Source: an optimization exercise on an open RTL-to-GDS flow (aim: small area and few clock cycles per item). Production flows keep margins and buffers that such runs may drop.
In this exercise RTL edits were held to simulation tests only and were not proved equivalent to the original.

--- flow/flow/run.sh ---
#!/bin/bash
# Layout flow: the standard flow, except that synthesis maps the logic with
# an area-oriented ABC script (flow/abc.script) and without Yosys's adder
# extraction. Everything after synthesis is the standard flow unchanged.
set -euo pipefail
W=$PWD
rm -rf "$W/scripts_mod"
cp -r "$FLOW_HOME/scripts" "$W/scripts_mod"
cp "$W/flow/abc.script" "$W/scripts_mod/abc_speed.script"
cp "$W/flow/abc.script" "$W/scripts_mod/abc_area.script"
SCRIPTS_DIR="$W/scripts_mod" ADDER_MAP_FILE= bash "$W/standard.sh" synth > "$W/flow_synth.log" 2>&1
# Port buffers: the smallest buffer cell rather than the resizer's default pick.
BUFFER_PORTS_ARGS="-buffer_cell sky130_fd_sc_hd__buf_1" bash "$W/standard.sh" > "$W/flow_layout.log" 2>&1
--- flow/flow/abc.script ---
strash
dch
amap
topo
stime -c
--- flow/standard.sh ---
#!/bin/bash
# synth_recipe.tcl (not shown) runs the flow's synth.tcl, then flattens the netlist and writes it again
# the make line also repeats each setting of config.mk as NAME=value (left out here)
make -C /OpenROAD-flow-scripts/flow DESIGN_CONFIG=/design/flow/config.mk WORK_HOME=/design/flow/orfs CLKGATE_MAP_FILE= SYNTH_SCRIPT=/design/flow/synth_recipe.tcl "${@:-finish}"
--- flow/config.mk ---
export PLATFORM = sky130hd
export DESIGN_NAME = magenta_core
export DESIGN_NICKNAME = magenta_core
export VERILOG_FILES = /design/flow/design.v
export SDC_FILE = /design/flow/constraint.sdc
export NUM_CORES = 4
export LEC_CHECK = 0
export CAP_MARGIN = 20
export CELL_PAD_IN_SITES_DETAIL_PLACEMENT = 1
export CELL_PAD_IN_SITES_GLOBAL_PLACEMENT = 1
export CORE_MARGIN = 2
export CORE_UTILIZATION = 35
export SLEW_MARGIN = 20
--- flow/constraint.sdc ---
create_clock -name core_clock -period 20.0 [get_ports {clk}]
set_input_delay 4.0000 -clock core_clock [delete_from_list [all_inputs] [get_ports {clk}]]
set_output_delay 4.0000 -clock core_clock [all_outputs]
set_load 0.01 [all_outputs]
--- flow/design.v ---
module magenta_sbox (
    input  wire [7:0] x,
    output wire [7:0] y
);
    function [7:0] xtime;
        input [7:0] v;
        begin
            xtime = {v[6:0], 1'b0} ^ (v[7] ? 8'h65 : 8'h00);
        end
    endfunction
    wire [4:0] h = x[7:3];
    wire [7:0] base;
    assign base[0] = 32'h728f092f >> h;
    assign base[1] = 32'h2236e2cc >> h;
    assign base[2] = 32'hc4c1a29a >> h;
    assign base[3] = 32'h85cf5f1c >> h;
    assign base[4] = 32'ha3c24bc8 >> h;
    assign base[5] = 32'hff37ba02 >> h;
    assign base[6] = 32'hc313068a >> h;
    assign base[7] = 32'h6a173d7c >> h;
    wire [7:0] m4 = x[2] ? xtime(xtime(xtime(xtime(base)))) : base;
    wire [7:0] m2 = x[1] ? xtime(xtime(m4)) : m4;
    wire [7:0] m1 = x[0] ? xtime(m2) : m2;
    assign y = (x == 8'hff) ? 8'h00 : m1;
endmodule
module magenta_pi (
    input  wire [127:0] x,
    output wire [127:0] y
);
    wire [127:0] sx;
    wire [127:0] ax;
    genvar j, i;
    generate
        for (j = 0; j < 16; j = j + 1) begin : g_s1
            magenta_sbox u_s1 (.x(x[127-8*j -: 8]), .y(sx[127-8*j -: 8]));
        end
        for (i = 0; i < 8; i = i + 1) begin : g_pair
            assign ax[127-16*i -: 8]     = x[127-8*i -: 8]     ^ sx[127-8*(i+8) -: 8];
            assign ax[127-16*i-8 -: 8]   = x[127-8*(i+8) -: 8] ^ sx[127-8*i -: 8];
        end
        for (j = 0; j < 16; j = j + 1) begin : g_s2
            magenta_sbox u_s2 (.x(ax[127-8*j -: 8]), .y(y[127-8*j -: 8]));
        end
    endgenerate
endmodule
module magenta_core (
    input  wire         clk,
    input  wire         rst,         
    input  wire         start,       
    input  wire         decrypt,     
    input  wire [1:0]   ksize,       
    input  wire [255:0] key,         
    input  wire [127:0] din,         
    output wire         ready,
    output wire         done,
    output wire [127:0] dout
);
    reg         busy;
    reg         done_r;
    reg [2:0]   round;       
    reg [2:0]   step;        
    reg         swap;        
    reg [1:0]   ksize_r;
    reg [255:0] key_r;
    reg [63:0]  h0, h1;      
    reg [127:0] c;           
    function [1:0] sched;
        input [1:0] ks;
        input [2:0] r;
        begin
            case (ks)
                2'd0:    sched = (r == 3'd2 || r == 3'd3) ? 2'd1 : 2'd0;
                2'd1:    case (r)
                             3'd1, 3'd4: sched = 2'd1;
                             3'd2, 3'd3: sched = 2'd2;
                             default:    sched = 2'd0;
                         endcase
                default: case (r)
                             3'd1, 3'd6: sched = 2'd1;
                             3'd2, 3'd5: sched = 2'd2;
                             3'd3, 3'd4: sched = 2'd3;
                             default:    sched = 2'd0;
                         endcase
            endcase
        end
    endfunction
    function [127:0] split;
        input [127:0] v;
        integer k;
        begin
            for (k = 0; k < 8; k = k + 1) begin
                split[127-8*k -: 8] = v[127-16*k -: 8];
                split[63-8*k -: 8]  = v[127-16*k-8 -: 8];
            end
        end
    endfunction
    wire [2:0] last_round = (ksize_r == 2'd2) ? 3'd7 : 3'd5;
    wire last_step = (step == 3'd5);
    wire next_t    = step[0];        
    wire last_blk  = busy && last_step && (round == last_round);
    wire [1:0] sk_sel = last_step ? sched(ksize_r, round + 3'd1)
                                  : sched(ksize_r, round);
    reg [63:0] subkey;
    always @(*) begin
        case (sk_sel)
            2'd0: subkey = key_r[255:192];
            2'd1: subkey = key_r[191:128];
            2'd2: subkey = key_r[127:64];
            default: subkey = key_r[63:0];
        endcase
    end
    wire [127:0] pi_mid, pi_out;
    magenta_pi u_pi0 (.x(c),      .y(pi_mid));
    magenta_pi u_pi1 (.x(pi_mid), .y(pi_out));
    wire [127:0] ps = split(pi_out);
    wire [63:0]  hsel   = (last_step ? swap : !swap) ? h1 : h0;
    wire [63:0]  new_hi = hsel ^ ps[127:64];
    wire [63:0]  new_lo = subkey ^ (last_step ? 64'd0 : ps[63:0]);
    wire accept = start && !busy;
    always @(posedge clk) begin
        if (accept)
            c <= {decrypt ? din[127:64] : din[63:0], key[255:192]};
        else if (next_t)
            c <= {new_hi, new_lo};
        else
            c <= pi_out;
        if (accept) begin
            key_r   <= key;
            ksize_r <= ksize;
        end
        if (accept || (busy && last_step && !swap))
            h0 <= accept ? din[127:64] : new_hi;
        if (accept || (busy && last_step && swap))
            h1 <= accept ? din[63:0] : new_hi;
    end
    always @(posedge clk) begin
        if (rst) begin
            busy   <= 1'b0;
            done_r <= 1'b0;
        end else begin
            done_r <= last_blk;
            if (accept)
                busy <= 1'b1;
            else if (last_blk)
                busy <= 1'b0;
        end
    end
    always @(posedge clk) begin
        if (accept) begin
            round <= 3'd0;
            step  <= 3'd0;
            swap  <= decrypt;
        end else if (busy) begin
            step <= last_step ? 3'd0 : step + 3'd1;
            if (last_step) begin
                round <= round + 3'd1;
                swap  <= ~swap;
            end
        end
    end
    assign ready = !busy;
    assign done  = done_r;
    assign dout  = {h0, h1};
endmodule
==> results of run 1 <==
area by class of cell:
type                       instances  area [sq um]  share of cell area
clock buffer                      78          1810              0.0241
inverter                        1368          5150              0.0684
antenna                           12          30.0            0.000399
tap                             2495          3120              0.0415
clock inverter                    51           503             0.00668
timing repair buffer             689          3240              0.0430
multi-input combinational       8892         47100               0.625
sequential                       523         14300               0.191
worst paths after layout:
check,endpoint,slack [ps],depth (start not counted)
max,c[83]$_DFF_P_,1960,73
min,step[2]$_SDFFE_PP0P_,510,2
max reg2reg,c[83]$_DFF_P_,1960,73
min reg2reg,step[2]$_SDFFE_PP0P_,510,2
state kept, by name, indices dropped and copies added, names as in the netlist:
name and cells:
h1 64, round 3, h0 64, c 128, busy 1, swap 1, ksize_r 2, done_r 1
step 3, key_r 256
stage by stage:
stage               utilization  setup slack [ps]
floorplan                     -              1180
global placement          0.387              2120
detailed placement        0.387              2030
CTS                       0.400              1900
global route              0.400              16.3
finish                    0.400              1960
kinds of logic after synthesis:
kind of cell,count (synthesis),synth area share
AOI/OAI and AO/OA,5059,0.477
xor gates and xnor gates,28,0.00369
buffers and inverters,1368,0.0773
DFF,523,0.216
and+or+nand+nor,3805,0.226
cell usage in the layout (no fill, tap or decap), types with 32 or more instances in the layout:
master,instances
o32ai_1,313
clkbuf_16,71
a32o_1,62
o22a_1,116
a211oi_1,99
o221ai_1,78
buf_4,167
nor2_1,2642
dfxtp_1,135
o21ai_0,939
nand2_1,726
nor3_1,241
a221oi_1,91
a22oi_1,108
o22ai_1,1538
edfxtp_1,387
a31oi_1,91
a22o_1,104
o32a_1,32
nor4_1,42
or2_0,71
a21oi_1,1286
clkinv_1,1373
buf_1,518
worst max-delay path: cells and delay by family, from the launching register on:
family                    cells  cell delay, ps
AOI/OAI and AO/OA            37           11150
buffers and inverters        11            2860
xor gates and xnor gates      2             210
and+or+nand+nor              23            3040
DFF                           1             520
timing repair:
action | in CTS | in global routing
resized for setup | 0 | 2
hold buffers | 0 | 0
hold endpoints to repair | 0 | 0
setup endpoints to repair | 0 | 14
metal layers:
metal / global-route usage / part of all wire
met1: 0.373 / 0.42
met2: 0.541 / 0.48
met5: 0 / 0.000041
met3: 0.0269 / 0.040
met4: 0.163 / 0.059
synth_stat cells (2+ instances only):
| cell | number |
|---|---|
| a2111oi_0 | 14 |
| a211o_1 | 2 |
| a211oi_1 | 99 |
| a21boi_0 | 14 |
| a21o_1 | 5 |
| a21oi_1 | 1289 |
| a221oi_1 | 91 |
| a222oi_1 | 23 |
| a22o_1 | 104 |
| a22oi_1 | 108 |
| a311oi_1 | 9 |
| a31oi_1 | 91 |
| a32o_1 | 62 |
| a32oi_1 | 24 |
| a41oi_1 | 17 |
| clkinv_1 | 1368 |
| dfxtp_1 | 136 |
| edfxtp_1 | 387 |
| nand2_1 | 727 |
| nand3_1 | 20 |
| nand4_1 | 30 |
| nor2_1 | 2646 |
| nor2b_1 | 7 |
| nor3_1 | 242 |
| nor4_1 | 42 |
| o2111ai_1 | 2 |
| o211ai_1 | 12 |
| o21a_1 | 16 |
| o21ai_0 | 951 |
| o221a_1 | 9 |
| o221ai_1 | 78 |
| o22a_1 | 116 |
| o22ai_1 | 1541 |
| o311a_1 | 4 |
| o311ai_0 | 3 |
| o31ai_1 | 13 |
| o32a_1 | 32 |
| o32ai_1 | 318 |
| o41ai_1 | 9 |
| or2_0 | 71 |
| or3_1 | 19 |
| xnor2_1 | 19 |
| xor2_1 | 9 |
==> qor.yml, run 1 <==
status:
  status: "complete, no violations"
cells_and_area:
  fill_cells: 25375
  final_area_sq_um: 75300
  area_delta_synth_final_pct: 13.3
  drive_above_1_share: 0.0266
  finalNonFillerCells: 14108
  final_nets: 11934
worst_hold_path:
  hp-start: "step[2]$_SDFFE_PP0P_"
  min_path_type: "reg -> reg"
worst_setup_path:
  path_common_cell: "nor2_1"
  worst_path_max_delay_cell: "o22ai_1"
  required_ps: 20480
  startpoint_type: "flip-flop"
  crit_arrival_ps: 18530
  worstSetupEndpointType: "flip-flop"
  rr_startpoint: "c[51]$_DFF_P_"
  cp_max_fo: 11
  slowest_delay_ps: 850
  cp-startpoint: "c[51]$_DFF_P_"
  critical_path_class: "reg -> reg"
floorplan:
  die_w_um: 440
  dieArea_sq_um: 193000
  num_rows: 159
  initial_core_util: 0.353
  ioPinCount: 520
  die_height_um: 440
  core-area_sq_um: 188000
logic_synthesis:
  synth_area_per_cell_sq_um: 6.16
  synth.area.top_cells: "edfxtp_1 17%, nor2_1 15%, o22ai_1 15%, a21oi_1 9.7%, clkinv_1 7.7%"
  yosysSeqAreaShare: 0.216
  synth_edf_count: 387
  synth_cell_types: 47
  synth_top_area_share: 0.175
  synth_seq_cells: 523
  syn_nets: 11173
  ys_warn_count: 2
  syn-cell-area_sq_um: 66400
  synth_cells: 10783
  synth_top_area_cell: "edfxtp_1"
  async_flop_share: 0
  synthFlopType: "edfxtp_1"
grt:
  overflow: 0
  track_usage: 0.308
  grt_pass1_wl_um: 481000
  grt_max_degree: 118
  grt_antenna_before_repair: 9
  grt_pass1_vias: 84298
timing:
  tns_ps: 0
  worst_pin_slew_ps: 1110
  max_freq_mhz: 55.4
  fin_hold_ws_ps: 505
  post-route-period-util: 0.902
  rsz0062_at_grt: "no"
  maxSlewHeadroom: 0.239
  layout_min_cycle_time_ps: 18040
  hold_violations: 0
  finClkSkew_ps: 31.6
  finalMaxSlewViolations: 0
  setup_viol: 0
drt:
  drc: 0
  drt_pass1_iterations: 5
  viasPerCell: 6.21
  drt-total-wl_um: 315000
  wire_per_inst_um: 22.3
  drt_iter0_markers: 5805
  drtAntennaViolNets: 0
  vias: 87633
cts:
  cts_root_buf: "clkbuf_16"
  clock_latency_ps: 730
  cts_tree: "done"
  cts-htree-levels: 3
  cts_buffers: 70
  cts_setup_buffers: 0
  cts_max_path_buffers: 3
  clk_pin_slew_worst_paths_ps: 60
  cts.sinks: 523
run:
  cap_violations: 0
place:
  placed_area_sq_um: 72900
  place_inst: 13966
  gp_congestion: 0.950
  dp_hpwl_um: 248000
  portBuffers: 519
Testbench counts, summed over its fixed seeds: cycles 20,924, items 512.
==> inputs of run 2 (changes only) <==
==> flow/flow/abc.script (replaced) <==
strash
dch -f
amap
topo
stime -c
--- a/flow/config.mk
+++ b/flow/config.mk
@@ -11,3 +11,4 @@
 export CORE_MARGIN = 2
 export CORE_UTILIZATION = 35
+export CTS_BUF_LIST = sky130_fd_sc_hd__clkbuf_4 sky130_fd_sc_hd__clkbuf_8
 export SLEW_MARGIN = 20
==> qor.yml, run 2 <==
status:
  status: "complete, no violations"
logic_synthesis:
  synth_top_area_cell: "edfxtp_1"
  post_synth_mux_area_share: 0  # unchanged
  synthFlopType: "edfxtp_1"
  synth.area.top_cells: "edfxtp_1 17%, o22ai_1 16%, nor2_1 15%, a21oi_1 8.9%, clkinv_1 8.0%"
  synth_edf_count: 387  # unchanged
  synth_compound_area_frac: 0.475  # -0.00207
  yosysSeqAreaShare: 0.215  # -0.00135
  synth_top_area_share: 0.174  # -0.00109
  synth_cells: 10887  # +0.96%
  synth_cell_types: 44  # -6.4%
  syn-cell-area_sq_um: 66800  # +0.63%
  syn_nets: 11277  # +0.93%
  ys_warn_count: 2  # unchanged
  async_flop_share: 0  # unchanged
  synthSimpleGateAreaFrac: 0.228  # +0.00130
  synth-xor-area-share: 0.00315  # -0.000547
  ys_top_cells_by_count: "2702 x nor2_1, 1707 x o22ai_1, 1424 x clkinv_1"
  synth_seq_cells: 523  # unchanged
  synth.most_common_cell: "nor2_1"
  synth_area_per_cell_sq_um: 6.14  # -0.33%
  synth-adder-area-share: 0  # unchanged
  synth_top_family_by_area: "compound AO/OA/AOI/OAI gates"
worst_setup_path:
  crit_arrival_ps: 18990  # +460 ps
  slowest_delay_ps: 970  # +120 ps
  crit_family: "compound AO/OA/AOI/OAI gates"
  startpoint_type: "flip-flop"
  required_ps: 20730  # +250 ps
  path_common_cell: "nor2_1"
  critical_path_class: "reg -> reg"
  worst_path_max_delay_cell: "o22ai_1"
  worstSetupEndpointType: "flip-flop"
  cp_max_fo: 14  # +3
  cp.buffers_inverters: 10  # -1
timing:
  setup_viol: 0  # unchanged
  hold_violations: 0  # unchanged
  rsz0062_at_grt: "yes"
  worst_pin_slew_ps: 1260  # +148 ps
  finalMaxSlewViolations: 0  # unchanged
  layout_setup_ws_ps: 1740  # -221 ps
  post-route-period-util: 0.913  # +0.0110
  max_freq_mhz: 54.8  # -1.2%
  maxSlewHeadroom: 0.160  # -0.0793
  finClkSkew_ps: 97.1  # +65.5 ps
  tns_ps: 0  # unchanged
  layout_min_cycle_time_ps: 18260  # +221 ps
  fin_hold_ws_ps: 499  # -6.22 ps
cells_and_area:
  final_nets: 12079  # +1.2%
  drive_above_1_share: 0.0340  # +0.00732
  finalNonFillerCells: 14311  # +1.4%
  largest_reg_flops: 256  # unchanged
  regMostFlops: "key_r"
  final_cell_mix: "2701 x nor2_1, 1705 x o22ai_1, 1423 x clkinv_1, 1188 x a21oi_1, 929 x o21ai_0"
  reg_top3: "key_r x256, c x128"
  final_area_sq_um: 75900  # +0.82%
  layout_commonest_cell: "nor2_1"
  fin_util: 0.400  # -0.000503
  area_delta_synth_final_pct: 13.6
drt:
  vias: 88647  # +1.2%
  drt_pass1_iterations: 7  # +2
  drt_iter0_markers: 6624  # +14%
  drc: 0  # unchanged
  wire_per_inst_um: 22.5  # +0.74%
  viasPerCell: 6.19  # -0.28%
  drtAntennaViolNets: 0  # unchanged
  drt-total-wl_um: 322000  # +2.2%
cts:
  cts_tree: "done"
  clock_latency_ps: 930  # +200 ps
  cts_setup_buffers: 0  # unchanged
  cts-htree-levels: 3  # unchanged
  cts_root_buf: "clkbuf_8"
  clk_pin_slew_worst_paths_ps: 70  # about the same
  cts_max_path_buffers: 3  # unchanged
  postCtsHoldBufs: 0  # unchanged
  cts_buffers: 104  # +49%
  cts.sinks: 523  # unchanged
worst_hold_path:
  min_path_type: "reg -> reg"
floorplan:
  die_height_um: 441  # +0.31%
  ioPinCount: 520  # unchanged
  core-area_sq_um: 190000  # +0.95%
  die_w_um: 441  # +0.31%
  num_rows: 160  # +0.63%
  initial_core_util: 0.352  # -0.00112
  dieArea_sq_um: 194000  # +0.62%
grt:
  track_usage: 0.312  # +0.00417
  grt_pass1_wl_um: 488000  # +1.5%
  overflow: 0  # unchanged
  grt_pass1_vias: 84533  # +0.28%
  grt_antenna_before_repair: 23  # +14
  grt_max_degree: 127  # +7.6%
place:
  place_inst: 14093  # +0.91%
  dpl_worst_slack_ps: 1330  # -696 ps
  dp_hpwl_um: 253000  # +2.0%
  gp_congestion: 0.977  # +2.8%
  portBuffers: 519  # unchanged
  placed_area_sq_um: 73400  # +0.67%
run:
  cap_violations: 0  # unchanged
## run 2: logic make-up (layout without fill, tap and decap cells)
logic type,Yosys count,count (layout)
flip-flops,523,523
other,0,21
AO/OA/AOI/OAI,5057,5057
XOR/XNOR,24,24
buffers and inverters,1424,2316
AND/OR/NAND/NOR,3859,3859
## run 2: final timing paths
kind | from | to | slack (ps) | cells after the start
max | c[62]$_DFF_P_ | c[63]$_DFF_P_ | 1740 | 73
min reg2reg | busy$_SDFFE_PP0P_ | busy$_SDFFE_PP0P_ | 500 | 2
max reg2reg | c[62]$_DFF_P_ | c[63]$_DFF_P_ | 1740 | 73
min | busy$_SDFFE_PP0P_ | busy$_SDFFE_PP0P_ | 500 | 2
## run 2: timing repair
item	4_1_cts	5_1_grt
endpoints found under the hold margin	0	0
resized for setup	0	10
endpoints found under the setup margin	0	53
## run 2: routing by layer
metal	wire length, um	GRT usage
met3	15800	0.0348
met2	153000	0.535
met1	140000	0.397
met5	66	0
met4	13400	0.129
## run 2: cell type report
type,instances,area (sq um)
sequential,523,14300
inverter,1424,5370
multi-input combinational,8940,47300
antenna,21,52.6
clock inverter,41,483
timing repair buffer,696,3280
tap,2511,3140
fill,25696,114000
clock buffer,155,1910
## run 2: worst reg2reg max path: cells and delay by family, from the launching register on
| kind | cells | cell delay, ps |
|---|---|---|
| buffers and inverters | 10 | 2800 |
| AO/OA/AOI/OAI | 40 | 10970 |
| AND/OR/NAND/NOR | 23 | 3720 |
| flip-flops | 1 | 650 |
==> inputs of run 3 (changes only) <==
==> flow/flow/run.sh (replaced) <==
#!/bin/bash
# Layout flow: the standard flow, except for three settings.
#  - Synthesis maps the logic with an area-oriented ABC script
#    (flow/abc.script) and without Yosys's adder extraction.
#  - Port buffers use the smallest buffer cell.
#  - Clock tree: larger sink clusters and no dummy loads, for fewer buffers.
# Everything else is the standard flow unchanged.
set -euo pipefail
W=$PWD
rm -rf "$W/scripts_mod"
cp -r "$FLOW_HOME/scripts" "$W/scripts_mod"
cp "$W/flow/abc.script" "$W/scripts_mod/abc_speed.script"
cp "$W/flow/abc.script" "$W/scripts_mod/abc_area.script"
SCRIPTS_DIR="$W/scripts_mod" ADDER_MAP_FILE= bash "$W/standard.sh" synth > "$W/flow_synth.log" 2>&1
BUFFER_PORTS_ARGS="-buffer_cell sky130_fd_sc_hd__buf_1" \
CTS_ARGS="-sink_clustering_enable -repair_clock_nets -sink_clustering_size 30 -sink_clustering_max_diameter 70 -dont_use_dummy_load" \
  bash "$W/standard.sh" > "$W/flow_layout.log" 2>&1
==> flow/flow/abc.script (replaced) <==
strash
&get -n
&deepsyn -T 120
&put
dch -f
amap
topo
stime -c
--- a/flow/config.mk
+++ b/flow/config.mk
@@ -11,4 +11,3 @@
 export CORE_MARGIN = 2
 export CORE_UTILIZATION = 35
-export CTS_BUF_LIST = sky130_fd_sc_hd__clkbuf_4 sky130_fd_sc_hd__clkbuf_8
 export SLEW_MARGIN = 20
==> qor.yml, run 3 <==
status:
  status: "complete, no violations"
worst_setup_path:
  startpoint_type: "flip-flop"
  ff2ff_path_depth: 74  # +1.4%
  slowest_delay_ps: 940  # -30 ps
  cp_max_fo: 12  # -2
  path_common_cell: "nor2_1"
  critical_path_class: "reg -> reg"
  worst_path_max_delay_cell: "o21ai_0"
  worstSetupEndpointType: "flip-flop"
  crit_arrival_ps: 18840  # -150 ps
  required_ps: 20460  # -270 ps
cells_and_area:
  final_nets: 11704  # -3.1%
  drive_above_1_share: 0.0345  # +0.000518
  final_area_sq_um: 74000  # -2.5%
  seqCellArea_sq_um: 14400  # about the same
  largest_reg_flops: 256  # unchanged
  layout_commonest_cell: "nor2_1"
  fill_cells: 24881  # -3.2%
  reg_top3: "key_r x256, c x128"
  regMostFlops: "key_r"
  final_cell_mix: "2366 x nor2_1, 1333 x clkinv_1, 1256 x o22ai_1, 1072 x o21ai_0, 1034 x a21oi_1"
  multi_input_area_sq_um: 46100  # -2.6%
  area_delta_synth_final_pct: 14.0
  fin_util: 0.400  # +0.000690
  finalNonFillerCells: 13810  # -3.5%
timing:
  layout_min_cycle_time_ps: 18380  # +119 ps
  maxSlewHeadroom: 0.171  # +0.0111
  finClkSkew_ps: 98.8  # +1.75 ps
  fin_hold_ws_ps: 467  # -31.8 ps
  rsz0062_at_grt: "no"
  post-route-period-util: 0.919  # +0.00593
  tns_ps: 0  # unchanged
  hold_violations: 0  # unchanged
  max_freq_mhz: 54.4  # -0.64%
  layout_setup_ws_ps: 1620  # -119 ps
  setup_viol: 0  # unchanged
  finalMaxSlewViolations: 0  # unchanged
  worst_pin_slew_ps: 1240  # -20.6 ps
floorplan:
  ioPinCount: 520  # unchanged
  initial_core_util: 0.351  # -0.000759
  num_rows: 158  # -1.3%
  core-area_sq_um: 185000  # -2.7%
  die_height_um: 435  # -1.5%
  dieArea_sq_um: 189000  # -2.9%
  die_w_um: 435  # -1.5%
logic_synthesis:
  ys_warn_count: 2  # unchanged
  synth_edf_count: 387  # unchanged
  yosysSeqAreaShare: 0.221  # +0.00645
  async_flop_share: 0  # unchanged
  synth_cells: 10514  # -3.4%
  synthFlopType: "edfxtp_1"
  synth.most_common_cell: "nor2_1"
  synth_area_per_cell_sq_um: 6.17  # +0.53%
  synth_seq_cells: 523  # unchanged
  synth.area.top_cells: "edfxtp_1 18%, nor2_1 14%, o22ai_1 12%, o21ai_0 8.8%, a21oi_1 8.1%"
  synth_top_area_cell: "edfxtp_1"
  syn_nets: 10904  # -3.3%
  ys_top_cells_by_count: "2374 x nor2_1, 1347 x clkinv_1, 1272 x o22ai_1"
  syn-cell-area_sq_um: 64900  # -2.9%
  synth_cell_types: 54  # +23%
  synth_top_area_share: 0.179  # +0.00522
drt:
  viasPerCell: 6.15  # -0.73%
  vias: 84921  # -4.2%
  wire_per_inst_um: 23.1  # +2.7%
  drt_pass1_iterations: 8  # +1
  drtAntennaViolNets: 0  # unchanged
  drt-total-wl_um: 319000  # -0.90%
  drc: 0  # unchanged
  drt_iter0_markers: 6626  # +0.030%
place:
  placed_area_sq_um: 71700  # -2.3%
  portBuffers: 519  # unchanged
  dpl_worst_slack_ps: 300  # -1030 ps
  dp_hpwl_um: 255000  # +1.1%
  gp_congestion: 0.972  # -0.48%
  place_inst: 13717  # -2.7%
worst_hold_path:
  holdPathStages: 1  # -1
  min_path_type: "reg -> reg"
cts:
  postCtsHoldBufs: 0  # unchanged
  cts_root_buf: "clkbuf_16"
  cts_max_path_buffers: 3  # unchanged
  cts_buffers: 70  # -33%
  cts_tree: "done"
  clk_pin_slew_worst_paths_ps: 60  # about the same
  cts.sinks: 523  # unchanged
  clock_latency_ps: 740  # -190 ps
  cts-htree-levels: 3  # unchanged
grt:
  grt_pass1_wl_um: 480000  # -1.6%
  track_usage: 0.321  # +0.00856
  grt_antenna_before_repair: 26  # +13%
  grt_pass1_vias: 81633  # -3.4%
  grt_max_degree: 147  # +16%
  overflow: 0  # unchanged
run:
  cap_violations: 0  # unchanged
run 3: cell count changes after synthesis, sizes merged, moves of 48 or more:
cell / change
a21oi: -140
a222oi: +48
a31oi: +106
a32o: -127
clkinv: -77
nor2: -328
nor3: +81
o21a: +183
o21ai: +191
o22ai: -435
o32ai: -68
run 3: worst max-delay path: cells and delay by family (launching register included):
family / cells / cell delay (ps)
compound gates: 36 / 11240
simple gates: 27 / 3680
buf+inv: 11 / 2580
flops: 1 / 590
run 3: cell type report:
cell class,count,share of cell area
Multi-Input combinational cell,8644,0.623
Inverter,1347,0.0688
Clock buffer,70,0.0237
Tap cell,2480,0.0419
Timing Repair Buffer,728,0.0482
Sequential cell,523,0.194
Antenna cell,18,0.000609
run 3: cells by family after synthesis:
family                    share of synthesized area
and+or+nand+nor                               0.239
xor gates and xnor gates                    0.00283
buffers and inverters                        0.0779
AOI/OAI and AO/OA                             0.459
DFF                                           0.221
run 3: layer usage:
layer,share of wire,vias up,global-route usage,wire length (um)
met3,0.048,460,0.0356,15400
li1,-,41128,-,-
met5,0.00018,-,0,56
met1,0.44,41231,0.411,139000
met2,0.46,2094,0.532,147000
met4,0.057,8,0.163,18200
run 3: repair_timing:
item / in CTS / in global routing
gates resized for setup: 0 / 127
endpoints found under the setup margin: 0 / 190
setup buffers: 0 / 2
run 3: path summary, 6_finish.rpt:
path                          end  slack (ps)                 start
max                 c[45]$_DFF_P_        1620         c[54]$_DFF_P_
min          step[2]$_SDFFE_PP0P_         470  step[2]$_SDFFE_PP0P_
max reg2reg         c[45]$_DFF_P_        1620         c[54]$_DFF_P_
min reg2reg  step[2]$_SDFFE_PP0P_         470  step[2]$_SDFFE_PP0P_
==> inputs of run 4 (changes only) <==
--- a/flow/flow/run.sh
+++ b/flow/flow/run.sh
@@ -14,4 +14,4 @@
 SCRIPTS_DIR="$W/scripts_mod" ADDER_MAP_FILE= bash "$W/standard.sh" synth > "$W/flow_synth.log" 2>&1
 BUFFER_PORTS_ARGS="-buffer_cell sky130_fd_sc_hd__buf_1" \
-CTS_ARGS="-sink_clustering_enable -repair_clock_nets -sink_clustering_size 30 -sink_clustering_max_diameter 70 -dont_use_dummy_load" \
+CTS_ARGS="-sink_clustering_enable -repair_clock_nets -sink_clustering_size 20 -sink_clustering_max_diameter 100 -dont_use_dummy_load" \
   bash "$W/standard.sh" > "$W/flow_layout.log" 2>&1
==> qor.yml, run 4 <==
status:
  status: "complete, no violations"
grt:
  overflow: 0  # unchanged
  grt_antenna_before_repair: 26  # unchanged
  grt_max_degree: 147  # unchanged
  track_usage: 0.321  # -0.000480
  grt_pass1_wl_um: 479000  # about the same
  grt_pass1_vias: 81526  # -0.13%
cts:
  cts_buffers: 45  # -36%
  cts_setup_buffers: 0  # unchanged
  clock_latency_ps: 720  # -20 ps
  cts-htree-levels: 2  # -1
  postCtsHoldBufs: 0  # unchanged
  cts_max_path_buffers: 3  # unchanged
  cts_tree: "done"
  cts.sinks: 523  # unchanged
  clk_pin_slew_worst_paths_ps: 90  # +30 ps
  cts_root_buf: "clkbuf_16"
  ctsResizeCount: 0  # unchanged
worst_hold_path:
  min_path_type: "reg -> reg"
  whs_endpoint: "step[2]$_SDFFE_PP0P_"
  hp-start: "step[2]$_SDFFE_PP0P_"
  holdPathStages: 1  # unchanged
logic_synthesis:
  async_flop_share: 0  # unchanged
  syn_nets: 10904  # unchanged
  synth_seq_cells: 523  # unchanged
  synth_area_per_cell_sq_um: 6.17  # unchanged
  yosysSeqAreaShare: 0.221  # unchanged
  synth_edf_count: 387  # unchanged
  synth.most_common_cell: "nor2_1"
  syn-cell-area_sq_um: 64900  # unchanged
  ys_warn_count: 2  # unchanged
  synth_top_area_share: 0.179  # unchanged
  synth_cells: 10514  # unchanged
  synth_cell_types: 54  # unchanged
  ys_top_cells_by_count: "2374 x nor2_1, 1347 x clkinv_1, 1272 x o22ai_1"
  synth_top_area_cell: "edfxtp_1"
  synthFlopType: "edfxtp_1"
  synth.area.top_cells: "edfxtp_1 18%, nor2_1 14%, o22ai_1 12%, o21ai_0 8.8%, a21oi_1 8.1%"
floorplan:
  initial_core_util: 0.351  # unchanged
  dieArea_sq_um: 189000  # unchanged
  die_w_um: 435  # unchanged
  core-area_sq_um: 185000  # unchanged
  num_rows: 158  # unchanged
  ioPinCount: 520  # unchanged
  die_height_um: 435  # unchanged
cells_and_area:
  largest_reg_flops: 256  # unchanged
  regMostFlops: "key_r"
  fill_cells: 24933  # +0.21%
  layout_commonest_cell: "nor2_1"
  final_cell_mix: "2366 x nor2_1, 1333 x clkinv_1, 1255 x o22ai_1, 1072 x o21ai_0, 1033 x a21oi_1"
  area_delta_synth_final_pct: 13.0
  multi_input_area_sq_um: 46000  # about the same
  final_area_sq_um: 73300  # -0.91%
  drive_above_1_share: 0.0321  # -0.00240
  seqCellArea_sq_um: 14400  # unchanged
  reg_top3: "key_r x256, c x128"
  fin_util: 0.397  # -0.00363
  final_nets: 11677  # -0.23%
worst_setup_path:
  path_common_cell: "nor2_1"
  worst_path_max_delay_cell: "o21ai_0"
  startpoint_type: "flip-flop"
  rr_startpoint: "c[53]$_DFF_P_"
  ff2ff_path_depth: 73  # -1.4%
  slowest_delay_ps: 930  # about the same
  critical_path_class: "reg -> reg"
  cp_max_fo: 10  # -2
  worstSetupEndpointType: "flip-flop"
  r2r_slack_ps: 1670  # +50 ps
  r2r_end: "c[45]$_DFF_P_"
  crit_arrival_ps: 18840  # about the same
  required_ps: 20500  # +40 ps
drt:
  vias: 84825  # -0.11%
  drtAntennaViolNets: 0  # unchanged
  wire_per_inst_um: 23.1  # about the same
  drt_iter0_markers: 6584  # -0.63%
  drt-total-wl_um: 319000  # -0.17%
  drt_pass1_iterations: 6  # -2
  drc: 0  # unchanged
  viasPerCell: 6.15  # about the same
timing:
  finalMaxSlewViolations: 0  # unchanged
  setup_viol: 0  # unchanged
  hold_violations: 0  # unchanged
  max_freq_mhz: 54.5  # +0.27%
  layout_setup_ws_ps: 1670  # +49.4 ps
  tns_ps: 0  # unchanged
  worst_pin_slew_ps: 1300  # +62.1 ps
  post-route-period-util: 0.917  # -0.00247
  maxSlewHeadroom: 0.130  # -0.0415
  finClkSkew_ps: 78.1  # -20.7 ps
  layout_min_cycle_time_ps: 18330  # -49.4 ps
place:
  placed_area_sq_um: 71700  # unchanged
  gp_congestion: 0.972  # unchanged
  dpl_worst_slack_ps: 300  # unchanged
  portBuffers: 519  # unchanged
  dp_hpwl_um: 255000  # unchanged
run:
  cap_violations: 0  # unchanged
run 4: cell families (layout without fill, tap and decap cells):
family | after synthesis | in the layout | share of synthesized area
AND/OR/NAND/NOR | 3816 | 3816 | 0.239
AO/OA/AOI/OAI | 4807 | 4807 | 0.459
other | 0 | 18 | 0
flip-flops | 523 | 523 | 0.221
XOR/XNOR | 21 | 21 | 0.00283
buffers and inverters | 1347 | 2118 | 0.0779
run 4: through the flow:
step | cells | hold slack (ps)
CTS | 13762 | 475
floorplan | 10514 | 436
global route | 13776 | 512
detailed placement | 13717 | 458
finish | 13783 | 471
global placement | 13715 | 453
run 4: how the worst max path moves through the flow:
| stage | depth (start not counted) | start | slack (ps) | endpoint |
|---|---|---|---|---|
| CTS | 86 | c[109]$_DFF_P_ | 180 | c[22]$_DFF_P_ |
| floorplan | 4 | start | 2460 | h1[0]$_DFFE_PP_ |
| global placement | 91 | c[109]$_DFF_P_ | 810 | c[22]$_DFF_P_ |
| detailed placement | 87 | c[109]$_DFF_P_ | 300 | c[22]$_DFF_P_ |
| finish | 73 | c[53]$_DFF_P_ | 1670 | c[45]$_DFF_P_ |
| global route | 94 | c[45]$_DFF_P_ | -20 | c[24]$_DFF_P_ |
run 4: final cells by class:
cell class,instances,share of cell area
diodes,18,0.000615
multi-input cells,8644,0.628
inverters,1347,0.0694
flip-flops and latches,523,0.196
well taps,2480,0.0423
repair buffers,726,0.0483
clock buffers,45,0.0154
run 4: layer usage:
layer	track usage	routed length, um	share of wire	up-vias
met1	0.411	138000	0.43	41152
met3	0.0329	15700	0.049	437
li1	-	-	-	41084
met5	0	32	0.00010	-
met2	0.530	147000	0.46	2146
met4	0.171	17900	0.056	6
run 4: critical path, delay by kind of cell, from the launching register on:
family,cells,cell delay (ps)
buffers and inverters,10,2660
DFF,1,410
AOI/OAI and AO/OA,36,11130
and+or+nand+nor,27,3840
==> inputs of run 5 (changes only) <==
--- a/flow/config.mk
+++ b/flow/config.mk
@@ -6,8 +6,8 @@
 export NUM_CORES = 4
 export LEC_CHECK = 0
-export CAP_MARGIN = 20
+export CAP_MARGIN = 5
 export CELL_PAD_IN_SITES_DETAIL_PLACEMENT = 1
 export CELL_PAD_IN_SITES_GLOBAL_PLACEMENT = 1
 export CORE_MARGIN = 2
 export CORE_UTILIZATION = 35
-export SLEW_MARGIN = 20
+export SLEW_MARGIN = 5
==> qor.yml, run 5 <==
place:
  gp_congestion: 0.972  # unchanged
  portBuffers: 519  # unchanged
  dp_hpwl_um: 255000  # about the same
  dpl_worst_slack_ps: 315  # +15.8 ps
  placed_area_sq_um: 71700  # about the same
logic_synthesis:
  synth_top_area_cell: "edfxtp_1"
  synth.area.top_cells: "edfxtp_1 18%, nor2_1 14%, o22ai_1 12%, o21ai_0 8.8%, a21oi_1 8.1%"
  ys_warn_count: 2  # unchanged
  synth_seq_cells: 523  # unchanged
  yosysSeqAreaShare: 0.221  # unchanged
  syn_nets: 10904  # unchanged
  synth_area_per_cell_sq_um: 6.17  # unchanged
  synth_cell_types: 54  # unchanged
  synth_cells: 10514  # unchanged
  ys_top_cells_by_count: "2374 x nor2_1, 1347 x clkinv_1, 1272 x o22ai_1"
  async_flop_share: 0  # unchanged
  syn-cell-area_sq_um: 64900  # unchanged
  synth_edf_count: 387  # unchanged
  synth_top_area_share: 0.179  # unchanged
  synthFlopType: "edfxtp_1"
  synth.most_common_cell: "nor2_1"
cts:
  cts_root_buf: "clkbuf_16"
  cts-htree-levels: 2  # unchanged
  cts_tree: "done"
  cts.sinks: 523  # unchanged
  postCtsHoldBufs: 0  # unchanged
  clock_latency_ps: 720  # about the same
  cts_max_path_buffers: 3  # unchanged
  clk_pin_slew_worst_paths_ps: 90  # about the same
  cts_buffers: 47  # +4.4%
grt:
  grt_antenna_before_repair: 27  # +3.8%
  grt_pass1_wl_um: 479000  # -0.17%
  overflow: 0  # unchanged
  grt_pass1_vias: 81498  # -0.034%
  grt_max_degree: 147  # unchanged
  track_usage: 0.320  # -0.000881
cells_and_area:
  drive_above_1_share: 0.0315  # -0.000529
  seqCellArea_sq_um: 14400  # about the same
  final_cell_mix: "2366 x nor2_1, 1334 x clkinv_1, 1251 x o22ai_1, 1074 x o21ai_0, 1033 x a21oi_1"
  largest_reg_flops: 256  # unchanged
  multi_input_area_sq_um: 46000  # about the same
  regMostFlops: "key_r"
  layout_commonest_cell: "nor2_1"
  final_area_sq_um: 73300  # about the same
  reg_top3: "key_r x256, c x128"
  area_delta_synth_final_pct: 12.9  # about the same
  final_nets: 11676  # -0.0086%
  fill_cells: 24811  # -0.49%
drt:
  drt_iter0_markers: 6645  # +0.93%
  drt_pass1_iterations: 6  # unchanged
  drtAntennaViolNets: 0  # unchanged
  drt-total-wl_um: 318000  # -0.16%
  drc: 0  # unchanged
  vias: 84833  # +0.0094%
  wire_per_inst_um: 23.1  # -0.18%
  viasPerCell: 6.15  # about the same
timing:
  max_freq_mhz: 54.8  # +0.43%
  finClkSkew_ps: 89.4  # +11.2 ps
  fin_hold_ws_ps: 473  # +1.93 ps
  maxSlewHeadroom: 0.0850  # -0.0447
  finalMaxSlewViolations: 0  # unchanged
  post-route-period-util: 0.913  # -0.00390
  worst_pin_slew_ps: 1360  # +56.7 ps
  layout_min_cycle_time_ps: 18260  # -78.0 ps
  hold_violations: 0  # unchanged
  layout_setup_ws_ps: 1740  # +78.0 ps
  setup_viol: 0  # unchanged
worst_hold_path:
  holdPathStages: 1  # unchanged
  min_path_type: "reg -> reg"
floorplan:
  die_w_um: 435  # unchanged
  die_height_um: 435  # unchanged
  ioPinCount: 520  # unchanged
  core-area_sq_um: 185000  # unchanged
  initial_core_util: 0.351  # unchanged
  dieArea_sq_um: 189000  # unchanged
  num_rows: 158  # unchanged
worst_setup_path:
  startpoint_type: "flip-flop"
  required_ps: 20460  # -40 ps
  worstSetupEndpointType: "flip-flop"
  crit_family: "compound AO/OA/AOI/OAI gates"
  ff2ff_path_depth: 93  # +27%
  cp.buffers_inverters: 15  # +5
  slowest_delay_ps: 580  # -350 ps
  path_depth: 93  # +27%
  path_common_cell: "nor2_1"
  crit_arrival_ps: 18720  # -120 ps
  critical_path_class: "reg -> reg"
  worst_path_max_delay_cell: "dfxtp_1"
  cp_max_fo: 9  # -1
run:
  cap_violations: 0  # unchanged
status:
  status: "complete, no violations"
-- run 5: cell type report --
cell class / instances / area share
multi-input cells: 8644 / 0.628
flip-flops and latches: 523 / 0.196
inverters: 1347 / 0.0693
repair buffers: 723 / 0.0478
well taps: 2480 / 0.0423
clock buffers: 47 / 0.0160
diodes: 22 / 0.000751
-- run 5: cell families (layout without fill, tap and decap cells) --
family | count (synthesis) | in the layout | share of synthesized area
xor+xnor | 21 | 21 | 0.00283
flops | 523 | 523 | 0.221
compound gates | 4807 | 4807 | 0.459
buf+inv | 1347 | 2117 | 0.0779
other cells | 0 | 22 | 0
simple gates | 3816 | 3816 | 0.239
-- run 5: worst register-to-register path, delay by kind of cell, from the launching register on --
| kind | cells | cell delay, ps |
|---|---|---|
| buffers and inverters | 15 | 3010 |
| AOI/OAI and AO/OA | 51 | 10190 |
| DFF | 1 | 580 |
| and+or+nand+nor | 27 | 4190 |
-- run 5: path summary, 6_finish.rpt --
kind	from	to	slack, ps
setup / recovery	c[13]$_DFF_P_	h1[29]$_DFFE_PP_	1740
hold / removal	step[2]$_SDFFE_PP0P_	step[2]$_SDFFE_PP0P_	470
setup reg to reg	c[13]$_DFF_P_	h1[29]$_DFFE_PP_	1740
hold reg to reg	step[2]$_SDFFE_PP0P_	step[2]$_SDFFE_PP0P_	470
-- run 5: repair_timing --
item	4_1_cts	5_1_grt
buffers inserted	0	1
endpoints found under the setup margin	0	191
resized for setup	0	126
-- run 5: stage by stage --
stage | cells | utilization | setup TNS, ps
after floorplan | 10514 | - | 0
after global placement | 13715 | 0.388 | 0
after detailed placement | 13715 | 0.388 | 0
after CTS | 13762 | 0.394 | 0
after global routing | 13776 | 0.396 | -176
final | 13786 | 0.396 | 0
-- run 5: routing by layer --
layer,part of all wire,up-vias,global-route usage
li1,-,41062,-
met1,0.44,41145,0.410
met2,0.46,2179,0.530
met3,0.046,445,0.0312
met4,0.055,2,0.167
met5,0.000041,-,0
==> inputs of run 6 (changes only) <==
==> flow/config.mk (replaced) <==
export PLATFORM = sky130hd
export DESIGN_NAME = magenta_core
export DESIGN_NICKNAME = magenta_core
export VERILOG_FILES = /design/flow/design.v
export SDC_FILE = /design/flow/constraint.sdc
export NUM_CORES = 4
export LEC_CHECK = 0
export CAP_MARGIN = 20
export CELL_PAD_IN_SITES_DETAIL_PLACEMENT = 0
export CELL_PAD_IN_SITES_GLOBAL_PLACEMENT = 0
export CORE_MARGIN = 2
export CORE_UTILIZATION = 45
export SLEW_MARGIN = 20
==> qor.yml, run 6 <==
place:
  dpl_worst_slack_ps: 864  # +548 ps
  place_inst: 13067  # -4.7%
  portBuffers: 519  # unchanged
  dp_hpwl_um: 211000  # -17%
  gp_congestion: 1.01  # +4.3%
cts:
  cts_setup_buffers: 0  # unchanged
  cts_buffers: 44  # -6.4%
  clk_pin_slew_worst_paths_ps: 90  # about the same
  postCtsHoldBufs: 0  # unchanged
  cts_tree: "done"
  clock_latency_ps: 670  # -50 ps
  cts_root_buf: "clkbuf_16"
  cts-htree-levels: 2  # unchanged
  cts.sinks: 523  # unchanged
  cts_max_path_buffers: 3  # unchanged
worst_setup_path:
  slowest_delay_ps: 640  # +60 ps
  crit_arrival_ps: 18690  # -30 ps
  worst_path_max_delay_cell: "a21oi_1"
  startpoint_type: "flip-flop"
  required_ps: 20460  # about the same
  worstSetupEndpointType: "flip-flop"
  cp_max_fo: 10  # +1
  critical_path_class: "reg -> reg"
  path_common_cell: "nor2_1"
cells_and_area:
  fin_util: 0.501  # +0.105
  layout_commonest_cell: "nor2_1"
  finalNonFillerCells: 13125  # -4.8%
  final_cell_mix: "2367 x nor2_1, 1339 x clkinv_1, 1257 x o22ai_1, 1088 x o21ai_0, 1044 x a21oi_1"
  regMostFlops: "key_r"
  area_delta_synth_final_pct: 10.7
  largest_reg_flops: 256  # unchanged
  drive_above_1_share: 0.0225  # -0.00907
  reg_top3: "key_r x256, c x128"
  final_nets: 11601  # -0.64%
drt:
  drt_iter0_markers: 9550  # +44%
  drt-total-wl_um: 267000  # -16%
  viasPerCell: 6.36  # +3.3%
  drtAntennaViolNets: 0  # unchanged
  drt_pass1_iterations: 9  # +3
  vias: 83449  # -1.6%
  drc: 0  # unchanged
  wire_per_inst_um: 20.3  # -12%
floorplan:
  core-area_sq_um: 143000  # -22%
  ioPinCount: 520  # unchanged
  num_rows: 139  # -12%
  initial_core_util: 0.453  # +0.102
  die_w_um: 384  # -12%
  dieArea_sq_um: 147000  # -22%
  die_height_um: 384  # -12%
worst_hold_path:
  min_path_type: "reg -> reg"
logic_synthesis:
  synth_cell_types: 54  # unchanged
  ys_warn_count: 2  # unchanged
  synth_cells: 10514  # unchanged
  ys_top_cells_by_count: "2374 x nor2_1, 1347 x clkinv_1, 1272 x o22ai_1"
  synth_seq_cells: 523  # unchanged
  syn_nets: 10904  # unchanged
  synthFlopType: "edfxtp_1"
  syn-cell-area_sq_um: 64900  # unchanged
  async_flop_share: 0  # unchanged
  synth.most_common_cell: "nor2_1"
  yosysSeqAreaShare: 0.221  # unchanged
  synth_edf_count: 387  # unchanged
  synth_area_per_cell_sq_um: 6.17  # unchanged
  synth.area.top_cells: "edfxtp_1 18%, nor2_1 14%, o22ai_1 12%, o21ai_0 8.8%, a21oi_1 8.1%"
  synth_top_area_cell: "edfxtp_1"
  synth_top_area_share: 0.179  # unchanged
grt:
  grt_antenna_before_repair: 24  # -11%
  track_usage: 0.338  # +0.0186
  grt_max_degree: 86  # -41%
  grt_pass1_vias: 70810  # -13%
  grt_pass1_wl_um: 400000  # -16%
  overflow: 0  # unchanged
timing:
  worst_pin_slew_ps: 1250  # -106 ps
  max_freq_mhz: 54.8  # +0.11%
  layout_setup_ws_ps: 1760  # +20.0 ps
  post-route-period-util: 0.912  # -0.000998
  fin_hold_ws_ps: 496  # +23.6 ps
  setup_viol: 0  # unchanged
  layout_min_cycle_time_ps: 18240  # -20.0 ps
  maxSlewHeadroom: 0.165  # +0.0799
  hold_violations: 0  # unchanged
  finalMaxSlewViolations: 0  # unchanged
  finClkSkew_ps: 76.0  # -13.4 ps
run:
  cap_violations: 0  # unchanged
status:
  status: "complete, no violations"
==> run 6: cell counts after synthesis <==
No cell type changed its count.
==> run 6: worst max-delay path, delay by kind of cell, from the launching register on <==
family | cells | cell delay [ps]
AND/OR/NAND/NOR | 24 | 3600
buffers and inverters | 16 | 3240
XOR/XNOR | 1 | 90
flip-flops | 1 | 460
AO/OA/AOI/OAI | 40 | 10660
==> run 6: cell families (layout without fill, tap and decap cells) <==
family,Yosys count,in the layout,synth area share
compound gates,4807,4807,0.459
simple gates,3816,3816,0.239
buf+inv,1347,2042,0.0779
flops,523,523,0.221
xor+xnor,21,21,0.00283
other cells,0,13,0
==> run 6: repair_timing <==
item,in CTS,in global routing
endpoints found under the setup margin,0,135
resized for setup,0,83
hold endpoints to repair,0,0
==> run 6: final timing paths <==
kind	to	slack (ps)	depth (start not counted)	from
setup reg to reg	c[79]$_DFF_P_	1760	81	c[4]$_DFF_P_
setup / recovery	c[79]$_DFF_P_	1760	81	c[4]$_DFF_P_
hold reg to reg	step[2]$_SDFFE_PP0P_	500	1	step[2]$_SDFFE_PP0P_
hold / removal	step[2]$_SDFFE_PP0P_	500	1	step[2]$_SDFFE_PP0P_
==> run 6: final cells by class <==
cell class / instances / area [sq um]
Multi-Input combinational cell: 8644 / 45900
Clock buffer: 44 / 1100
Antenna cell: 13 / 32.5
Sequential cell: 523 / 14300
Fill cell: 14660 / 71500
Inverter: 1347 / 5070
Tap cell: 1903 / 2380
Timing Repair Buffer: 651 / 2960
==> run 6: through the flow <==
step	TNS, ps	area [sq um]
3_5_place_dp	0	70400
3_3_place_gp	0	70300
2_1_floorplan	0	64900
6_report	0	71800
4_1_cts	0	71500
5_1_grt	-27.5	71800
==> run 6: layer usage <==
layer / global-route usage / routed length, um / vias to the layer above
met5: 0 / 92 / -
met4: 0.141 / 12700 / 14
met3: 0.0566 / 28100 / 548
met2: 0.520 / 113000 / 4370
met1: 0.467 / 113000 / 37437
li1: - / - / 41080
==> inputs of run 7 (changes only) <==
--- a/flow/design.v
+++ b/flow/design.v
@@ -22,5 +22,5 @@
     wire [7:0] m2 = x[1] ? xtime(xtime(m4)) : m4;
     wire [7:0] m1 = x[0] ? xtime(m2) : m2;
-    assign y = (x == 8'hff) ? 8'h00 : m1;
+    assign y = {m1[7:1], m1[0] & ~&x};
 endmodule
 module magenta_pi (
==> qor.yml, run 7 <==
status:
  status: "complete, no violations"
cts:
  clock_latency_ps: 670  # about the same
  cts_tree: "done"
  cts_buffers: 44  # unchanged
  cts_setup_buffers: 0  # unchanged
  clk_pin_slew_worst_paths_ps: 70  # -20 ps
  cts-htree-levels: 2  # unchanged
  cts_root_buf: "clkbuf_16"
  cts_max_path_buffers: 3  # unchanged
  cts.sinks: 523  # unchanged
  postCtsHoldBufs: 0  # unchanged
logic_synthesis:
  async_flop_share: 0  # unchanged
  synth.most_common_cell: "nor2_1"
  synth_seq_cells: 523  # unchanged
  synth_cells: 10424  # -0.86%
  synth_compound_area_frac: 0.464  # +0.00474
  ys_warn_count: 2  # unchanged
  syn-cell-area_sq_um: 64700  # -0.30%
  synth-adder-area-share: 0  # unchanged
  synth_edf_count: 387  # unchanged
  syn_nets: 10814  # -0.83%
  synth-xor-area-share: 0.00474  # +0.00190
  synth_area_per_cell_sq_um: 6.21  # +0.56%
  yosysSeqAreaShare: 0.222  # +0.000671
  synth_top_area_cell: "edfxtp_1"
  ys_top_cells_by_count: "2326 x nor2_1, 1360 x clkinv_1, 1275 x o22ai_1"
  synth_top_family_by_area: "compound AO/OA/AOI/OAI gates"
  post_synth_mux_area_share: 0  # unchanged
  synthFlopType: "edfxtp_1"
  synth_cell_types: 54  # unchanged
  synth_top_area_share: 0.180  # +0.000544
  synth.area.top_cells: "edfxtp_1 18%, nor2_1 13%, o22ai_1 12%, o21ai_0 8.6%, clkinv_1 7.9%"
  synthSimpleGateAreaFrac: 0.231  # -0.00831
timing:
  setup_viol: 0  # unchanged
  finClkSkew_ps: 63.6  # -12.4 ps
  max_freq_mhz: 54.9  # +0.15%
  hold_violations: 0  # unchanged
  worst_pin_slew_ps: 1250  # -3.82 ps
  tns_ps: 0  # unchanged
  post-route-period-util: 0.910  # -0.00137
  maxSlewHeadroom: 0.159  # -0.00625
  layout_min_cycle_time_ps: 18210  # -27.5 ps
  finalMaxSlewViolations: 0  # unchanged
worst_setup_path:
  crit_arrival_ps: 18710  # +20 ps
  worstSetupEndpointType: "flip-flop"
  required_ps: 20500  # +40 ps
  slowest_delay_ps: 610  # -30 ps
  cp_max_fo: 9  # -1
  path_common_cell: "nor2_1"
  critical_path_class: "reg -> reg"
  startpoint_type: "flip-flop"
  worst_path_max_delay_cell: "o21ai_0"
place:
  portBuffers: 519  # unchanged
  dp_hpwl_um: 206000  # -2.3%
  gp_congestion: 0.998  # -1.6%
drt:
  drt_pass1_iterations: 7  # -2
  vias: 82834  # -0.74%
  drt_iter0_markers: 8680  # -9.1%
  drt-total-wl_um: 262000  # -1.7%
  drc: 0  # unchanged
  viasPerCell: 6.35  # -0.17%
  drtAntennaViolNets: 0  # unchanged
  wire_per_inst_um: 20.1  # -1.1%
cells_and_area:
  area_delta_synth_final_pct: 11.2
  final_nets: 11532  # -0.59%
  layout_commonest_cell: "nor2_1"
  drive_above_1_share: 0.0284  # +0.00588
  regMostFlops: "key_r"
  final_cell_mix: "2316 x nor2_1, 1346 x clkinv_1, 1242 x o22ai_1, 1060 x o21ai_0, 1000 x a21oi_1"
  reg_top3: "key_r x256, c x128"
  largest_reg_flops: 256  # unchanged
floorplan:
  ioPinCount: 520  # unchanged
  initial_core_util: 0.452  # -0.000822
  die_w_um: 383  # -0.15%
  num_rows: 139  # unchanged
  die_height_um: 383  # -0.15%
  core-area_sq_um: 143000  # -0.12%
  dieArea_sq_um: 147000  # -0.30%
grt:
  grt_pass1_vias: 72111  # +1.8%
  grt_max_degree: 116  # +35%
  grt_antenna_before_repair: 14  # -42%
  track_usage: 0.334  # -0.00382
  grt_pass1_wl_um: 399000  # -0.44%
  overflow: 0  # unchanged
worst_hold_path:
  min_path_type: "reg -> reg"
run:
  cap_violations: 0  # unchanged
## run 7: kinds of logic after synthesis
group / Yosys count
AO/OA/AOI/OAI: 4817
AND/OR/NAND/NOR: 3689
buffers and inverters: 1360
XOR/XNOR: 35
flip-flops: 523
## run 7: critical path: cells and delay by family (launching register included)
| kind | cells | cell delay (ps) |
|---|---|---|
| AOI/OAI and AO/OA | 51 | 11500 |
| and+or+nand+nor | 26 | 3710 |
| buffers and inverters | 12 | 2350 |
| DFF | 1 | 490 |
## run 7: through the flow
stage | worst slack (ps) | cells | area (sq um) | hold WS [ps] | util
6_report | 1790 | 13050 | 72000 | 471 | 0.503
4_1_cts | 610 | 13043 | 71400 | 466 | 0.499
3_5_place_dp | 636 | 12999 | 70300 | 456 | 0.491
2_1_floorplan | 2420 | 10424 | 64700 | 436 | -
5_1_grt | -89.0 | 13046 | 72000 | 508 | 0.503
3_3_place_gp | 992 | 12999 | 70300 | 451 | 0.491
## run 7: worst paths after layout
path | from | endpoint | slack, ps | cells past startpoint
worst max register to register | c[110]$_DFF_P_ | c[22]$_DFF_P_ | 1790 | 89
worst max-delay path | c[110]$_DFF_P_ | c[22]$_DFF_P_ | 1790 | 89
worst min register to register | step[2]$_SDFFE_PP0P_ | step[2]$_SDFFE_PP0P_ | 470 | 1
worst min-delay path | step[2]$_SDFFE_PP0P_ | step[2]$_SDFFE_PP0P_ | 470 | 1
## run 7: final cells by class
cell class                      count  area [sq um]
Tap cell                         1903          2380
Fill cell                       14631         71200
Inverter                         1360          5130
Clock buffer                       44          1100
Sequential cell                   523         14400
Multi-Input combinational cell   8541         45900
Antenna cell                        7          17.5
Timing Repair Buffer              672          3100
## run 7: layer usage
metal / part of all wire / up-vias / GRT usage
met2: 0.44 / 3823 / 0.541
li1: - / 40955 / -
met4: 0.040 / 12 / 0.117
met3: 0.094 / 463 / 0.0516
met1: 0.42 / 37581 / 0.451
met5: 0.00027 / - / 0
## run 7: timing repair
action	in CTS	in global routing
endpoints found under the setup margin	0	218
gates resized for setup	0	155
hold endpoints to repair	0	0
Testbench counts of run 7, summed over its fixed seeds: cycles 20,924, items 512.
==> inputs of run 8 (changes only) <==
--- a/flow/config.mk
+++ b/flow/config.mk
@@ -10,4 +10,4 @@
 export CELL_PAD_IN_SITES_GLOBAL_PLACEMENT = 0
 export CORE_MARGIN = 2
-export CORE_UTILIZATION = 45
+export CORE_UTILIZATION = 55
 export SLEW_MARGIN = 20
==> qor.yml, run 8 <==
cells_and_area:
  area_delta_synth_final_pct: 10.2
  fill_cells: 10915  # -25%
  finalNonFillerCells: 12651  # -3.1%
  final_nets: 11511  # -0.18%
  multi_input_area_sq_um: 45800  # -0.12%
  seqCellArea_sq_um: 14300  # about the same
  regMostFlops: "key_r"
  drive_above_1_share: 0.0255  # -0.00291
  reg_top3: "key_r x256, c x128"
  largest_reg_flops: 256  # unchanged
  layout_commonest_cell: "nor2_1"
  fin_util: 0.613  # +0.110
  final_cell_mix: "2315 x nor2_1, 1347 x clkinv_1, 1245 x o22ai_1, 1063 x o21ai_0, 1005 x a21oi_1"
drt:
  drtAntennaViolNets: 0  # unchanged
  wire_per_inst_um: 20.0  # -0.66%
  drc: 0  # unchanged
  viasPerCell: 6.65  # +4.8%
  drt-total-wl_um: 253000  # -3.7%
  drt_iter0_markers: 11128  # +28%
  vias: 84150  # +1.6%
  drt_pass1_iterations: 10  # +3
place:
  dpl_worst_slack_ps: 584  # -51.8 ps
  gp_congestion: 1.08  # +8.3%
  portBuffers: 519  # unchanged
  dp_hpwl_um: 196000  # -4.7%
  place_inst: 12592  # -3.1%
timing:
  finClkSkew_ps: 133  # +69.7 ps
  setup_viol: 0  # unchanged
  layout_setup_ws_ps: 1480  # -316 ps
  worst_pin_slew_ps: 1220  # -29.9 ps
  post-route-period-util: 0.926  # +0.0158
  hold_violations: 0  # unchanged
  max_freq_mhz: 54.0  # -1.7%
  tns_ps: 0  # unchanged
  layout_min_cycle_time_ps: 18520  # +316 ps
  maxSlewHeadroom: 0.179  # +0.0201
  finalMaxSlewViolations: 0  # unchanged
cts:
  clock_latency_ps: 700  # +30 ps
  postCtsHoldBufs: 0  # unchanged
  cts_root_buf: "clkbuf_16"
  cts_max_path_buffers: 3  # unchanged
  cts.sinks: 523  # unchanged
  cts_buffers: 43  # -2.3%
  cts-htree-levels: 2  # unchanged
  cts_tree: "done"
  clk_pin_slew_worst_paths_ps: 70  # about the same
floorplan:
  num_rows: 125  # -10%
  die_height_um: 347  # -9.4%
  initial_core_util: 0.556  # +0.104
  dieArea_sq_um: 120000  # -18%
  core-area_sq_um: 116000  # -19%
  ioPinCount: 520  # unchanged
  die_w_um: 347  # -9.4%
worst_setup_path:
  worst_path_max_delay_cell: "dfxtp_1"
  cp.buffers_inverters: 21  # +9
  slowest_delay_ps: 580  # -30 ps
  worstSetupEndpointType: "flip-flop"
  crit_arrival_ps: 19000  # +290 ps
  startpoint_type: "flip-flop"
  crit_family: "compound AO/OA/AOI/OAI gates"
  cp_max_fo: 11  # +2
  path_common_cell: "clkinv_1"
  required_ps: 20480  # -20 ps
  critical_path_class: "reg -> reg"
logic_synthesis:
  ys_top_cells_by_count: "2326 x nor2_1, 1360 x clkinv_1, 1275 x o22ai_1"
  ys_warn_count: 2  # unchanged
  synth_compound_area_frac: 0.464  # unchanged
  synthFlopType: "edfxtp_1"
  synth_edf_count: 387  # unchanged
  synth_cells: 10424  # unchanged
  synth_cell_types: 54  # unchanged
  synth_top_area_share: 0.180  # unchanged
  synth_top_area_cell: "edfxtp_1"
  synth-adder-area-share: 0  # unchanged
  synth_seq_cells: 523  # unchanged
  yosysSeqAreaShare: 0.222  # unchanged
  syn-cell-area_sq_um: 64700  # unchanged
  synth.most_common_cell: "nor2_1"
  post_synth_mux_area_share: 0  # unchanged
  synthSimpleGateAreaFrac: 0.231  # unchanged
  async_flop_share: 0  # unchanged
  syn_nets: 10814  # unchanged
  synth_area_per_cell_sq_um: 6.21  # unchanged
  synth_top_family_by_area: "compound AO/OA/AOI/OAI gates"
  synth-xor-area-share: 0.00474  # unchanged
  synth.area.top_cells: "edfxtp_1 18%, nor2_1 13%, o22ai_1 12%, o21ai_0 8.6%, clkinv_1 7.9%"
grt:
  overflow: 0  # unchanged
  grt_antenna_before_repair: 11  # -3
  track_usage: 0.391  # +0.0569
  grt_pass1_wl_um: 387000  # -3.0%
  grt_max_degree: 140  # +21%
  grt_pass1_vias: 72969  # +1.2%
status:
  status: "complete, no violations"
run:
  cap_violations: 0  # unchanged
worst_hold_path:
  min_path_type: "reg -> reg"
-- run 8: cell types whose count changed in the layout (fill, tap and decap cells not counted), sizes merged --
cell / delta
buf: -23
clkbuf: +2
clkinv: +1
clkinvlp: -1
diode: +1
-- run 8: timing repair --
| action | CTS | global route |
|---|---|---|
| gates resized for setup | 0 | 139 |
| setup buffers | 0 | 3 |
| setup endpoints to repair | 0 | 200 |
| hold endpoints to repair | 0 | 0 |
-- run 8: kinds of logic (layout without fill, tap and decap cells) --
family                 count (synthesis)  after routing
AND/OR/NAND/NOR                     3689           3689
buffers and inverters               1360           2055
flip-flops                           523            523
AO/OA/AOI/OAI                       4817           4817
XOR/XNOR                              35             35
other                                  0              8
-- run 8: layer usage --
layer  part of all wire  track usage  vias to the layer above
met3               0.12       0.0798                      748
met5            0.00021            0                        -
met1               0.39        0.506                    37589
li1                   -            -                    40890
met2               0.43        0.615                     4915
met4              0.060        0.206                        8
-- run 8: layout make-up --
class / count / share of cell area
inverter: 1360 / 0.0719
timing repair buffer: 652 / 0.0420
antenna: 8 / 0.000281
multi-input combinational: 8541 / 0.643
clock buffer: 43 / 0.0151
tap: 1524 / 0.0267
sequential: 523 / 0.201
-- run 8: path summary, 6_finish.rpt --
kind	start	end	slack [ps]	cells after the start
worst min-delay path	step[2]$_SDFFE_PP0P_	step[2]$_SDFFE_PP0P_	500	1
worst max-delay path	c[83]$_DFF_P_	c[102]$_DFF_P_	1480	85
worst max register to register	c[83]$_DFF_P_	c[102]$_DFF_P_	1480	85
worst min register to register	step[2]$_SDFFE_PP0P_	step[2]$_SDFFE_PP0P_	500	1
-- run 8: through the flow --
stage | instance area, sq um | hold WS, ps
floorplan | 64700 | 436
global placement | 69600 | 447
detailed placement | 69600 | 481
CTS | 70700 | 494
global route | 71300 | 549
finish | 71300 | 497
-- run 8: worst reg2reg max path, delay by kind of cell (launching register included) --
family,cells,cell delay (ps)
compound gates,47,11300
simple gates,17,2700
buf+inv,21,3700
flops,1,580

## afterwards: timing with drivers on the ports
The results above use ideal ports. As a check the final layouts listed here were re-extracted and re-timed, cells and wires unchanged.
Step 1: set_driving_cell puts a clkbuf_16 on clk and a buf_2 on each other input, an assumption about the parent block.
Step 2 moves the port delays by t, midway between the first and last clock arrival at a register: inputs arrive t later, outputs are due t later. That takes back most of the time a late clock gives input paths.
Slacks: no drivers / after step 1 / after step 2; pairs: no drivers / after step 1.
run	shift t [ns]	slack for setup (ns)	worst setup path after step 2
run 1	0.797	1.956 / 1.956 / 1.956	register to register
run 2	0.967	1.736 / 1.736 / 1.736	register to register
run 3	0.770	1.617 / 1.617 / 1.617	register to register
run 4	0.764	1.667 / 1.667 / 1.667	register to register
run 5	0.764	1.745 / 1.745 / 1.745	register to register
run 6	0.722	1.765 / 1.765 / 1.765	register to register
run 7	0.724	1.792 / 1.792 / 1.792	register to register
run 8	0.704	1.476 / 1.476 / 1.476	register to register
After both steps every run listed still meets setup and hold.
